This is an optimization exercise on Yosys and OpenROAD, whose aim is small area, a short achievable clock period and few clock cycles, not a production implementation.
At most, simulation tests tie the RTL to the original design; equivalence was not proved.

==> inputs of run a <==
==> flow/design.v <==
module frame_tx (
    input  wire        clk,
    input  wire        rst,           
    input  wire        cmd_valid,
    output wire        cmd_ready,
    input  wire [7:0]  cmd_type,
    input  wire [15:0] cmd_len,
    input  wire        pl_valid,
    output wire        pl_ready,
    input  wire [7:0]  pl_byte,
    output wire        tx_valid,
    input  wire        tx_ready,
    output wire [7:0]  tx_byte
);
    localparam integer N = 257;            
    function [15:0] crc_step;
        input [15:0] acc_in;
        input [7:0]  b;
        reg   [15:0] acc;
        integer      k;
        begin
            acc = acc_in ^ {b, 8'h00};
            for (k = 0; k < 8; k = k + 1)
                acc = acc[15] ? ({acc[14:0], 1'b0} ^ 16'h1021) : {acc[14:0], 1'b0};
            crc_step = acc;
        end
    endfunction
    reg  [8*N-1:0] ring;                     
    wire [7:0]     tap = ring[8*N-1 -: 8];   
    wire [7:0]     head_in;
    always @(posedge clk)
        ring <= {ring[8*(N-1)-1:0], head_in};
    reg tz1, tap_zero;                       
    always @(posedge clk) begin
        tz1      <= (ring[8*(N-2)-1 -: 8] == 8'h00);
        tap_zero <= tz1;
    end
    wire [63:0] z;
    genvar gp;
    generate
        for (gp = 0; gp < 64; gp = gp + 1) begin : g_z
            if (gp < 63) begin : g_s
                assign z[gp] = ~|ring[8*(N-66+gp) +: 8];
            end else begin : g_n
                assign z[gp] = 1'b0;
            end
        end
    endgenerate
    wire [63:0]  sv [0:6];
    wire [383:0] si [0:6];
    assign sv[0] = z;
    assign si[0] = 384'd0;
    genvar gl, gj;
    generate
        for (gl = 1; gl <= 6; gl = gl + 1) begin : g_lvl
            for (gj = 0; gj < (64 >> gl); gj = gj + 1) begin : g_node
                wire vh = sv[gl-1][2*gj+1];
                wire vl = sv[gl-1][2*gj];
                wire [5:0] ih = si[gl-1][6*(2*gj+1) +: 6];
                wire [5:0] il = si[gl-1][6*(2*gj) +: 6];
                assign sv[gl][gj] = vh | vl;
                assign si[gl][6*gj +: 6] = vh ? (ih | (6'd1 << (gl-1))) : il;
            end
            for (gj = (64 >> gl); gj < 64; gj = gj + 1) begin : g_pad
                assign sv[gl][gj] = 1'b0;
                assign si[gl][6*gj +: 6] = 6'd0;
            end
        end
    endgenerate
    reg  [5:0] scode1, scode;    
    reg        sok1, scode_ok;   
    always @(posedge clk) begin
        scode1   <= ~si[6][5:0];
        sok1     <= sv[6][0];
        scode    <= scode1;
        scode_ok <= sok1;
    end
    reg         rd, wr;      
    reg  [8:0]  occ, off;
    reg  signed [9:0] dlt;
    reg         f_wrap;      
    reg         f_ate;       
    reg         f_oz;        
    reg         f_of;        
    reg         f_pend;      
    reg         f_weq;       
    localparam [2:0] R_S = 3'd0, R_H = 3'd1, R_P = 3'd2, R_C0 = 3'd3, R_C1 = 3'd4, R_T = 3'd5;
    reg  [2:0]  rs;
    reg  [2:0]  hidx;
    reg  [15:0] rem;
    reg         nv;          
    reg  [7:0]  o0, o1;      
    reg         o0v, o1v;
    reg  [7:0]  txb;         
    reg  [8:0]  lq [0:3];
    reg  [1:0]  lq_wp, lq_rp;
    reg  [2:0]  lq_n;
    reg         lq_ge1, lq_ge2;
    localparam [3:0] W_S = 4'd0, W_H0 = 4'd1, W_H1 = 4'd2, W_H2 = 4'd3, W_H3 = 4'd4,
                     W_H4 = 4'd5, W_H5 = 4'd6, W_P = 4'd7, W_C0 = 4'd8, W_C1 = 4'd9,
                     W_T = 4'd10;
    reg  [3:0]  ws;
    reg  [7:0]  wrun;        
    reg         vins;        
    reg  [15:0] crc;
    reg  [7:0]  seq;
    reg  [15:0] plen;
    reg  [7:0]  ctype;
    reg         ctype_z, plo_z, phi_z;
    reg         cmd_full;
    reg         cmd_rdy;
    reg  [7:0]  q0, q1;      
    reg         q0_z, q1_z;
    reg  [1:0]  fcnt;
    reg         pl_rdy;
    assign cmd_ready = cmd_rdy;
    assign pl_ready  = pl_rdy;
    assign tx_valid  = o0v;
    assign tx_byte   = txb;
    wire is_b = tap_zero;
    wire is_v = is_b && nv;
    wire is_t = is_b && !nv && (rs == R_T);
    wire [8:0] lhead = lq[lq_rp];
    wire [7:0] dcode = scode_ok ? {2'b00, scode} : lhead[7:0];
    wire [7:0] ob = !is_b ? tap : (is_t ? 8'h00 : dcode);
    wire [7:0] rb = tap;     
    reg  [7:0] wsel;
    reg        w_zero;
    always @(*) begin
        case (ws)
            W_H0:    begin wsel = 8'hA5;      w_zero = 1'b0;    end
            W_H1:    begin wsel = 8'h01;      w_zero = 1'b0;    end
            W_H2:    begin wsel = ctype;      w_zero = ctype_z; end
            W_H3:    begin wsel = seq;        w_zero = (seq == 8'd0); end
            W_H4:    begin wsel = plen[7:0];  w_zero = plo_z;   end
            W_H5:    begin wsel = plen[15:8]; w_zero = phi_z;   end
            W_P:     begin wsel = q0;         w_zero = q0_z;    end
            W_C0:    begin wsel = crc[7:0];   w_zero = (crc[7:0] == 8'd0);  end
            W_C1:    begin wsel = crc[15:8];  w_zero = (crc[15:8] == 8'd0); end
            default: begin wsel = 8'h00;      w_zero = 1'b1;    end
        endcase
    end
    wire [7:0] wbyte = vins ? 8'h00 : wsel;
    wire keep = f_pend && !rd;
    assign head_in = wr ? wbyte : (keep ? tap : 8'hFF);
    wire wr_raw   = wr && !vins;                             
    wire crc_en   = (ws >= W_H1) && (ws <= W_P);
    wire closes   = vins || (w_zero && ws != W_S);           
    wire lq_push  = wr && closes && (wrun >= 8'd63);          
    wire lq_pop   = rd && is_b && !is_t && !scode_ok;
    wire plen_is0 = plo_z && phi_z;
    wire plen_is1 = (plen == 16'd1);
    wire pop      = wr_raw && (ws == W_P);
    wire push     = pl_valid && pl_rdy;
    wire cmd_take = cmd_valid && cmd_rdy;
    wire pay_end  = wr_raw && ((ws == W_H5 && plen_is0) || (ws == W_P && plen_is1));
    wire tx_pop   = o0v && tx_ready;
    wire ld_new   = tx_pop || !o0v;                        
    wire [7:0] nb = (tx_pop && o1v) ? o1 : ob;
    wire       occ_is1 = (occ == 9'd1);
    wire       occ_nm1 = (occ == N - 1);
    wire       dgt1    = (dlt > 10'sd1);
    wire       deq1    = (dlt == 10'sd1);
    wire [8:0] occ_w   = wr ? occ + 9'd1 : occ;
    wire [8:0] occ_rw  = wr ? occ : occ - 9'd1;
    wire signed [9:0] dlt_w = wr ? dlt : dlt - 10'sd1;
    reg  [8:0] occ_d, off_d;
    reg  signed [9:0] dlt_d;
    reg        ate_d, oz_d, of_d, pend_d, weq_d, wrap_d;
    always @(*) begin
        if (rd) begin
            occ_d  = occ_rw;
            off_d  = 9'd0;
            dlt_d  = {1'b0, occ_rw};
            ate_d  = 1'b1;
            oz_d   = !wr && occ_is1;
            of_d   = wr && f_of;
            pend_d = wr || !occ_is1;
            weq_d  = !wr && occ_is1;
            wrap_d = 1'b0;
        end else if (f_oz && wr) begin
            occ_d  = 9'd1;
            off_d  = 9'd1;
            dlt_d  = 10'sd0;
            ate_d  = 1'b0;
            oz_d   = 1'b0;
            of_d   = 1'b0;
            pend_d = 1'b0;
            weq_d  = 1'b1;
            wrap_d = 1'b0;
        end else if (f_wrap) begin
            occ_d  = occ_w;
            off_d  = 9'd0;
            dlt_d  = {1'b0, occ_w};
            ate_d  = 1'b1;
            oz_d   = !wr && f_oz;
            of_d   = wr ? occ_nm1 : f_of;
            pend_d = wr || !f_oz;
            weq_d  = !wr && f_oz;
            wrap_d = 1'b0;
        end else begin
            occ_d  = occ_w;
            off_d  = off + 9'd1;
            dlt_d  = dlt_w;
            ate_d  = 1'b0;
            oz_d   = !wr && f_oz;
            of_d   = wr ? occ_nm1 : f_of;
            pend_d = wr ? f_pend : dgt1;
            weq_d  = wr ? f_weq : deq1;
            wrap_d = (off == N - 2);
        end
    end
    reg  [2:0] rs_d;
    always @(*) begin
        rs_d = rs;
        if (rd && !is_v) begin
            case (rs)
                R_S:  rs_d = R_H;
                R_H:  if (hidx == 3'd5) rs_d = ({rb, rem[7:0]} == 16'd0) ? R_C0 : R_P;
                R_P:  if (rem == 16'd1) rs_d = R_C0;
                R_C0: rs_d = R_C1;
                R_C1: rs_d = R_T;
                default: rs_d = R_S;
            endcase
        end
    end
    wire nv_d   = (rd && is_b) ? (!is_t && !scode_ok && lhead[8]) : nv;
    wire rst_d  = (rd && !is_v) ? (rs == R_C1) : (rs == R_T);    
    wire o1v_d  = !tx_pop && o0v && (o1v || rd);
    wire lqne_d = lq_pop ? lq_ge2 : lq_ge1;    
    reg  [3:0] ws_w;
    always @(*) begin
        case (ws)
            W_H5:    ws_w = plen_is0 ? W_C0 : W_P;
            W_P:     ws_w = plen_is1 ? W_C0 : W_P;
            W_T:     ws_w = W_S;
            default: ws_w = ws + 4'd1;
        endcase
    end
    wire [3:0] ws_d   = wr_raw ? ws_w : ws;
    wire       vins_d = wr ? (!vins && !w_zero && (wrun == 8'd253)) : vins;
    wire       cmd_full_d = cmd_take ? 1'b1 : (pay_end ? 1'b0 : cmd_full);
    wire [1:0] fcnt_d = (push == pop) ? fcnt : (push ? fcnt + 2'd1 : fcnt - 2'd1);
    wire       hd_d   = vins_d || (ws_d == W_S ? cmd_full_d : (ws_d == W_P ? (fcnt_d != 2'd0) : 1'b1));
    wire rd_d = ate_d && !oz_d && !o1v_d && (!tz1 || (!nv_d && rst_d) || sok1 || lqne_d);
    wire wr_d = hd_d && (oz_d || weq_d || (of_d && rd_d));
    always @(posedge clk) begin
        if (rst) begin
            rd       <= 1'b0;
            wr       <= 1'b0;
            occ      <= 9'd0;
            off      <= 9'd0;
            dlt      <= 10'sd0;
            f_wrap   <= 1'b0;
            f_ate    <= 1'b1;
            f_oz     <= 1'b1;
            f_of     <= 1'b0;
            f_pend   <= 1'b0;
            f_weq    <= 1'b1;
            rs       <= R_S;
            hidx     <= 3'd0;
            nv       <= 1'b0;
            lq_n     <= 3'd0;
            lq_ge1   <= 1'b0;
            lq_ge2   <= 1'b0;
            lq_wp    <= 2'd0;
            lq_rp    <= 2'd0;
            o0v      <= 1'b0;
            o1v      <= 1'b0;
            ws       <= W_S;
            wrun     <= 8'd0;
            vins     <= 1'b0;
            crc      <= 16'hFFFF;
            seq      <= 8'd0;
            cmd_full <= 1'b0;
            cmd_rdy  <= 1'b1;
            fcnt     <= 2'd0;
            pl_rdy   <= 1'b0;
        end else begin
            rd       <= rd_d;
            wr       <= wr_d;
            occ      <= occ_d;
            off      <= off_d;
            dlt      <= dlt_d;
            f_wrap   <= wrap_d;
            f_ate    <= ate_d;
            f_oz     <= oz_d;
            f_of     <= of_d;
            f_pend   <= pend_d;
            f_weq    <= weq_d;
            rs       <= rs_d;
            nv       <= nv_d;
            o0v      <= tx_pop ? (o1v || rd) : (o0v || rd);
            o1v      <= o1v_d;
            ws       <= ws_d;
            vins     <= vins_d;
            cmd_full <= cmd_full_d;
            cmd_rdy  <= !cmd_full_d;
            fcnt     <= fcnt_d;
            pl_rdy   <= (fcnt_d != 2'd2);
            if (rd && !is_v && rs == R_S)
                hidx <= 3'd0;
            if (rd && !is_v && rs == R_H) begin
                hidx <= hidx + 3'd1;
                if (hidx == 3'd4)
                    rem[7:0] <= rb;
                if (hidx == 3'd5)
                    rem[15:8] <= rb;
            end
            if (rd && !is_v && rs == R_P)
                rem <= rem - 16'd1;
            if (lq_push) begin
                lq[lq_wp] <= {wrun == 8'd254, wrun + 8'd1};
                lq_wp <= lq_wp + 2'd1;
            end
            if (lq_pop)
                lq_rp <= lq_rp + 2'd1;
            if (lq_push != lq_pop) begin
                lq_n   <= lq_push ? lq_n + 3'd1 : lq_n - 3'd1;
                lq_ge1 <= lq_push || (lq_n >= 3'd2);
                lq_ge2 <= lq_push ? (lq_n >= 3'd1) : (lq_n >= 3'd3);
            end
            if (wr) begin
                wrun <= (vins || w_zero) ? 8'd0 : wrun + 8'd1;
                if (!vins) begin
                    if (crc_en)
                        crc <= crc_step(crc, wsel);
                    if (ws == W_S)
                        crc <= 16'hFFFF;
                    if (ws == W_H3)
                        seq <= seq + 8'd1;
                end
            end
        end
        if (ld_new && (o1v || rd))
            o0 <= nb;
        txb <= ld_new ? nb : o0;
        if (!tx_pop && o0v && !o1v)
            o1 <= ob;
        if (cmd_take) begin
            ctype   <= cmd_type;
            ctype_z <= (cmd_type == 8'd0);
            plen    <= cmd_len;
            plo_z   <= (cmd_len[7:0] == 8'd0);
            phi_z   <= (cmd_len[15:8] == 8'd0);
        end else if (pop)
            plen <= plen - 16'd1;
        if (push && (fcnt == 2'd0 || (pop && fcnt == 2'd1))) begin
            q0   <= pl_byte;
            q0_z <= (pl_byte == 8'd0);
        end else if (pop) begin
            q0   <= q1;
            q0_z <= q1_z;
        end
        if (push && ((fcnt == 2'd1 && !pop) || fcnt == 2'd2)) begin
            q1   <= pl_byte;
            q1_z <= (pl_byte == 8'd0);
        end
    end
endmodule
==> flow/flow/run.sh <==
#!/bin/bash
set -euo pipefail
export BUFFER_PORTS_ARGS="-buffer_cell sky130_fd_sc_hd__buf_4"
export CTS_ARGS="-sink_clustering_enable -repair_clock_nets -dont_use_dummy_load -root_buf sky130_fd_sc_hd__clkbuf_16 -sink_clustering_buffer sky130_fd_sc_hd__clkbuf_8 -sink_clustering_size 16 -sink_clustering_max_diameter 50 -buf_list {sky130_fd_sc_hd__clkbuf_8 sky130_fd_sc_hd__clkbuf_16}"
bash standard.sh > standard_flow.log 2>&1
==> flow/standard.sh <==
#!/bin/bash
# synth_recipe.tcl (not shown) runs the flow's synth.tcl, then flattens the netlist and writes it again
# the make line also repeats each setting of config.mk as NAME=value (left out here)
make -C /OpenROAD-flow-scripts/flow DESIGN_CONFIG=/design/flow/config.mk WORK_HOME=/design/flow/orfs CLKGATE_MAP_FILE= SYNTH_SCRIPT=/design/flow/synth_recipe.tcl "${@:-finish}"
==> flow/config.mk <==
export PLATFORM = sky130hd
export DESIGN_NAME = frame_tx
export DESIGN_NICKNAME = frame_tx
export VERILOG_FILES = /design/flow/design.v
export SDC_FILE = /design/flow/constraint.sdc
export NUM_CORES = 4
export LEC_CHECK = 0
export ABC_CLOCK_PERIOD_IN_PS = 2500
export CAP_MARGIN = 20
export CORE_MARGIN = 2
export CORE_UTILIZATION = 50
export PLACE_DENSITY = 0.65
export SETUP_SLACK_MARGIN = 4.35
export SLEW_MARGIN = 20
==> flow/constraint.sdc <==
create_clock -name core_clock -period 7.0 [get_ports {clk}]
set_input_delay 1.4000 -clock core_clock [delete_from_list [all_inputs] [get_ports {clk}]]
set_output_delay 1.4000 -clock core_clock [all_outputs]
set_load 0.01 [all_outputs]
==> run b (differences from run a) <==
--- a/flow/design.v
+++ b/flow/design.v
@@ -12,7 +12,7 @@
     input  wire        tx_ready,
     output wire [7:0]  tx_byte
 );
-    localparam integer N = 257;            
+    localparam integer N = 258;            
     function [15:0] crc_step;
         input [15:0] acc_in;
         input [7:0]  b;
@@ -40,7 +40,7 @@
     generate
         for (gp = 0; gp < 64; gp = gp + 1) begin : g_z
             if (gp < 63) begin : g_s
-                assign z[gp] = ~|ring[8*(N-66+gp) +: 8];
+                assign z[gp] = ~|ring[8*(192+gp) +: 8];
             end else begin : g_n
                 assign z[gp] = 1'b0;
             end
@@ -77,8 +77,6 @@
     end
     reg         rd, wr;      
     reg  [8:0]  occ, off;
-    reg  signed [9:0] dlt;
-    reg         f_wrap;      
     reg         f_ate;       
     reg         f_oz;        
     reg         f_of;        
@@ -157,57 +155,33 @@
     wire tx_pop   = o0v && tx_ready;
     wire ld_new   = tx_pop || !o0v;                        
     wire [7:0] nb = (tx_pop && o1v) ? o1 : ob;
+    wire [8:0] off_inc = (off == N - 1) ? 9'd0 : off + 9'd1;
     wire       occ_is1 = (occ == 9'd1);
-    wire       occ_nm1 = (occ == N - 1);
-    wire       dgt1    = (dlt > 10'sd1);
-    wire       deq1    = (dlt == 10'sd1);
-    wire [8:0] occ_w   = wr ? occ + 9'd1 : occ;
-    wire [8:0] occ_rw  = wr ? occ : occ - 9'd1;
-    wire signed [9:0] dlt_w = wr ? dlt : dlt - 10'sd1;
     reg  [8:0] occ_d, off_d;
-    reg  signed [9:0] dlt_d;
-    reg        ate_d, oz_d, of_d, pend_d, weq_d, wrap_d;
+    reg        ate_d, oz_d, of_d, pend_d, weq_d;
     always @(*) begin
+        occ_d = (wr == rd) ? occ : (wr ? occ + 9'd1 : occ - 9'd1);
         if (rd) begin
-            occ_d  = occ_rw;
             off_d  = 9'd0;
-            dlt_d  = {1'b0, occ_rw};
             ate_d  = 1'b1;
             oz_d   = !wr && occ_is1;
             of_d   = wr && f_of;
             pend_d = wr || !occ_is1;
             weq_d  = !wr && occ_is1;
-            wrap_d = 1'b0;
         end else if (f_oz && wr) begin
-            occ_d  = 9'd1;
             off_d  = 9'd1;
-            dlt_d  = 10'sd0;
             ate_d  = 1'b0;
             oz_d   = 1'b0;
             of_d   = 1'b0;
             pend_d = 1'b0;
             weq_d  = 1'b1;
-            wrap_d = 1'b0;
-        end else if (f_wrap) begin
-            occ_d  = occ_w;
-            off_d  = 9'd0;
-            dlt_d  = {1'b0, occ_w};
-            ate_d  = 1'b1;
-            oz_d   = !wr && f_oz;
-            of_d   = wr ? occ_nm1 : f_of;
-            pend_d = wr || !f_oz;
-            weq_d  = !wr && f_oz;
-            wrap_d = 1'b0;
         end else begin
-            occ_d  = occ_w;
-            off_d  = off + 9'd1;
-            dlt_d  = dlt_w;
-            ate_d  = 1'b0;
+            off_d  = off_inc;
+            ate_d  = (off == N - 1);
             oz_d   = !wr && f_oz;
-            of_d   = wr ? occ_nm1 : f_of;
-            pend_d = wr ? f_pend : dgt1;
-            weq_d  = wr ? f_weq : deq1;
-            wrap_d = (off == N - 2);
+            of_d   = wr ? (occ == N - 1) : f_of;
+            pend_d = wr ? (off_inc <= occ) : (off_inc < occ);
+            weq_d  = wr ? (off_inc == occ + 9'd1) : (off_inc == occ);
         end
     end
     reg  [2:0] rs_d;
@@ -250,8 +224,6 @@
             wr       <= 1'b0;
             occ      <= 9'd0;
             off      <= 9'd0;
-            dlt      <= 10'sd0;
-            f_wrap   <= 1'b0;
             f_ate    <= 1'b1;
             f_oz     <= 1'b1;
             f_of     <= 1'b0;
@@ -281,8 +253,6 @@
             wr       <= wr_d;
             occ      <= occ_d;
             off      <= off_d;
-            dlt      <= dlt_d;
-            f_wrap   <= wrap_d;
             f_ate    <= ate_d;
             f_oz     <= oz_d;
             f_of     <= of_d;
==> flow/run.sh (new file) <==
#!/bin/bash
# synth_recipe.tcl (not shown) runs the flow's synth.tcl, then flattens the netlist and writes it again
# the make line also repeats each setting of config.mk as NAME=value (left out here)
make -C /OpenROAD-flow-scripts/flow DESIGN_CONFIG=/design/flow/config.mk WORK_HOME=/design/flow/orfs CLKGATE_MAP_FILE= SYNTH_SCRIPT=/design/flow/synth_recipe.tcl finish
Settings changed: CORE_UTILIZATION 50 to 65, CTS_BUF_LIST from default to sky130_fd_sc_hd__clkbuf_8 sky130_fd_sc_hd__clkbuf_16, CTS_CLUSTER_DIAMETER from default to 80, CTS_CLUSTER_SIZE from default to 20, PLACE_DENSITY 0.65 to 0.75, SETUP_SLACK_MARGIN 4.35 to 4.4.
removed: flow/flow/run.sh
removed: flow/standard.sh
==> run c (differences from run a) <==
--- a/flow/design.v
+++ b/flow/design.v
@@ -12,7 +12,7 @@
     input  wire        tx_ready,
     output wire [7:0]  tx_byte
 );
-    localparam integer N = 257;            
+    localparam integer N = 258;            
     function [15:0] crc_step;
         input [15:0] acc_in;
         input [7:0]  b;
@@ -40,7 +40,7 @@
     generate
         for (gp = 0; gp < 64; gp = gp + 1) begin : g_z
             if (gp < 63) begin : g_s
-                assign z[gp] = ~|ring[8*(N-66+gp) +: 8];
+                assign z[gp] = ~|ring[8*(192+gp) +: 8];
             end else begin : g_n
                 assign z[gp] = 1'b0;
             end
@@ -77,8 +77,6 @@
     end
     reg         rd, wr;      
     reg  [8:0]  occ, off;
-    reg  signed [9:0] dlt;
-    reg         f_wrap;      
     reg         f_ate;       
     reg         f_oz;        
     reg         f_of;        
@@ -157,57 +155,33 @@
     wire tx_pop   = o0v && tx_ready;
     wire ld_new   = tx_pop || !o0v;                        
     wire [7:0] nb = (tx_pop && o1v) ? o1 : ob;
+    wire [8:0] off_inc = (off == N - 1) ? 9'd0 : off + 9'd1;
     wire       occ_is1 = (occ == 9'd1);
-    wire       occ_nm1 = (occ == N - 1);
-    wire       dgt1    = (dlt > 10'sd1);
-    wire       deq1    = (dlt == 10'sd1);
-    wire [8:0] occ_w   = wr ? occ + 9'd1 : occ;
-    wire [8:0] occ_rw  = wr ? occ : occ - 9'd1;
-    wire signed [9:0] dlt_w = wr ? dlt : dlt - 10'sd1;
     reg  [8:0] occ_d, off_d;
-    reg  signed [9:0] dlt_d;
-    reg        ate_d, oz_d, of_d, pend_d, weq_d, wrap_d;
+    reg        ate_d, oz_d, of_d, pend_d, weq_d;
     always @(*) begin
+        occ_d = (wr == rd) ? occ : (wr ? occ + 9'd1 : occ - 9'd1);
         if (rd) begin
-            occ_d  = occ_rw;
             off_d  = 9'd0;
-            dlt_d  = {1'b0, occ_rw};
             ate_d  = 1'b1;
             oz_d   = !wr && occ_is1;
             of_d   = wr && f_of;
             pend_d = wr || !occ_is1;
             weq_d  = !wr && occ_is1;
-            wrap_d = 1'b0;
         end else if (f_oz && wr) begin
-            occ_d  = 9'd1;
             off_d  = 9'd1;
-            dlt_d  = 10'sd0;
             ate_d  = 1'b0;
             oz_d   = 1'b0;
             of_d   = 1'b0;
             pend_d = 1'b0;
             weq_d  = 1'b1;
-            wrap_d = 1'b0;
-        end else if (f_wrap) begin
-            occ_d  = occ_w;
-            off_d  = 9'd0;
-            dlt_d  = {1'b0, occ_w};
-            ate_d  = 1'b1;
-            oz_d   = !wr && f_oz;
-            of_d   = wr ? occ_nm1 : f_of;
-            pend_d = wr || !f_oz;
-            weq_d  = !wr && f_oz;
-            wrap_d = 1'b0;
         end else begin
-            occ_d  = occ_w;
-            off_d  = off + 9'd1;
-            dlt_d  = dlt_w;
-            ate_d  = 1'b0;
+            off_d  = off_inc;
+            ate_d  = (off == N - 1);
             oz_d   = !wr && f_oz;
-            of_d   = wr ? occ_nm1 : f_of;
-            pend_d = wr ? f_pend : dgt1;
-            weq_d  = wr ? f_weq : deq1;
-            wrap_d = (off == N - 2);
+            of_d   = wr ? (occ == N - 1) : f_of;
+            pend_d = wr ? (off_inc <= occ) : (off_inc < occ);
+            weq_d  = wr ? (off_inc == occ + 9'd1) : (off_inc == occ);
         end
     end
     reg  [2:0] rs_d;
@@ -250,8 +224,6 @@
             wr       <= 1'b0;
             occ      <= 9'd0;
             off      <= 9'd0;
-            dlt      <= 10'sd0;
-            f_wrap   <= 1'b0;
             f_ate    <= 1'b1;
             f_oz     <= 1'b1;
             f_of     <= 1'b0;
@@ -281,8 +253,6 @@
             wr       <= wr_d;
             occ      <= occ_d;
             off      <= off_d;
-            dlt      <= dlt_d;
-            f_wrap   <= wrap_d;
             f_ate    <= ate_d;
             f_oz     <= oz_d;
             f_of     <= of_d;
==> flow/run.sh (new file) <==
#!/bin/bash
# synth_recipe.tcl (not shown) runs the flow's synth.tcl, then flattens the netlist and writes it again
# the make line also repeats each setting of config.mk as NAME=value (left out here)
make -C /OpenROAD-flow-scripts/flow DESIGN_CONFIG=/design/flow/config.mk WORK_HOME=/design/flow/orfs CLKGATE_MAP_FILE= SYNTH_SCRIPT=/design/flow/synth_recipe.tcl finish
Settings changed: CTS_BUF_LIST from default to sky130_fd_sc_hd__clkbuf_4 sky130_fd_sc_hd__clkbuf_8, CTS_CLUSTER_DIAMETER from default to 50, CTS_CLUSTER_SIZE from default to 14.
removed: flow/flow/run.sh
removed: flow/standard.sh
==> run notes <==
| metric | run c | run a | run b |
|---|---|---|---|
| Final instance area | 59,900 um2 | 59,500 um2 | 60,200 um2 |
| Simple logic cell fraction of the synthesized area | 6.01% | 6.34% | 6.01% |
| Non-clock buffering overhead | 1.03% | 0.994% | 1.20% |
| Multiplexer share of the synthesized area | 1.14% | 1.19% | 1.14% |
| Core outline area | 107,000 um2 | 109,000 um2 | 82,200 um2 |
| Synthesis-to-finish area growth | 10.6% | 9.15% | 11.2% |
| Crit. End Element | output pin | output pin | register |
| Inverters excl. clock | 60 | 47 | 60 |
| Synth Net Count | 3,530 | 3,567 | 3,530 |
| Mapped cell area | 54,200 um2 | 54,500 um2 | 54,200 um2 |
| Antenna violations before repair | 5 | 0 | 0 |
| Worst path depth | 1 | 1 | 7 |
| Fraction of standard cell area that is sequential | 78.3% | 79.0% | 77.9% |
| Placement-stage worst setup slack | 2.93 ns | 3.81 ns | 2.75 ns |
| Data required time of the critical path | 5.60 ns | 5.60 ns | 7.61 ns |
| Worst reg2reg path startpoint | plen[5]$_DFFE_PP_ | rem[2]$_DFFE_PP_ | off[5]$_SDFF_PP0_ |
| Number of register bits inferred by synthesis | 2,286 | 2,290 | 2,286 |
| Post-synthesis share of cell area spent on xor and xnor gates | 1.52% | 1.71% | 1.52% |
| Run status | timing/DRC/antenna clean | timing/DRC/antenna clean | timing/DRC/antenna clean |
| Number of buffers created by CTS | 191 | 175 | 133 |
Testbench counts of run b, summed over its fixed seeds: cycles 150,617.
Testbench counts of run c, summed over its fixed seeds: cycles 150,617.
No functional check of the RTL was part of run a.

## separate check: timing with driven ports
Ports are ideal in the flow. The routed layouts listed here were re-timed in OpenROAD.
Step 1: set_driving_cell puts a clkbuf_16 on clk and a buf_2 on each other input, an assumption about the parent block.
Step 2 times the ports against the registers' clock, not the clock port: input delays grow and output delays shrink by t, the midpoint of the rising clock arrivals with the driver on.
Three values: no drivers, after step 1, after step 2; two values: the first two.
run	shift t [ns]	setup WS [ns]	hold slack, ns	slew at the worst register clock pin (ns)
run a	0.753	4.341 / 4.275 / 3.880	0.293 / 0.293 / 0.293	0.09 / 0.09
run b	0.790	4.170 / 4.195 / 3.405	0.308 / 0.308 / 0.308	0.09 / 0.09
run c	0.910	4.202 / 4.134 / 3.334	0.297 / 0.297 / 0.297	0.09 / 0.09
After both steps setup and hold are still met in every run listed. For run c, which loses most, drivers alone change the setup slack by -0.068 ns; drivers and shift together by -0.868 ns.
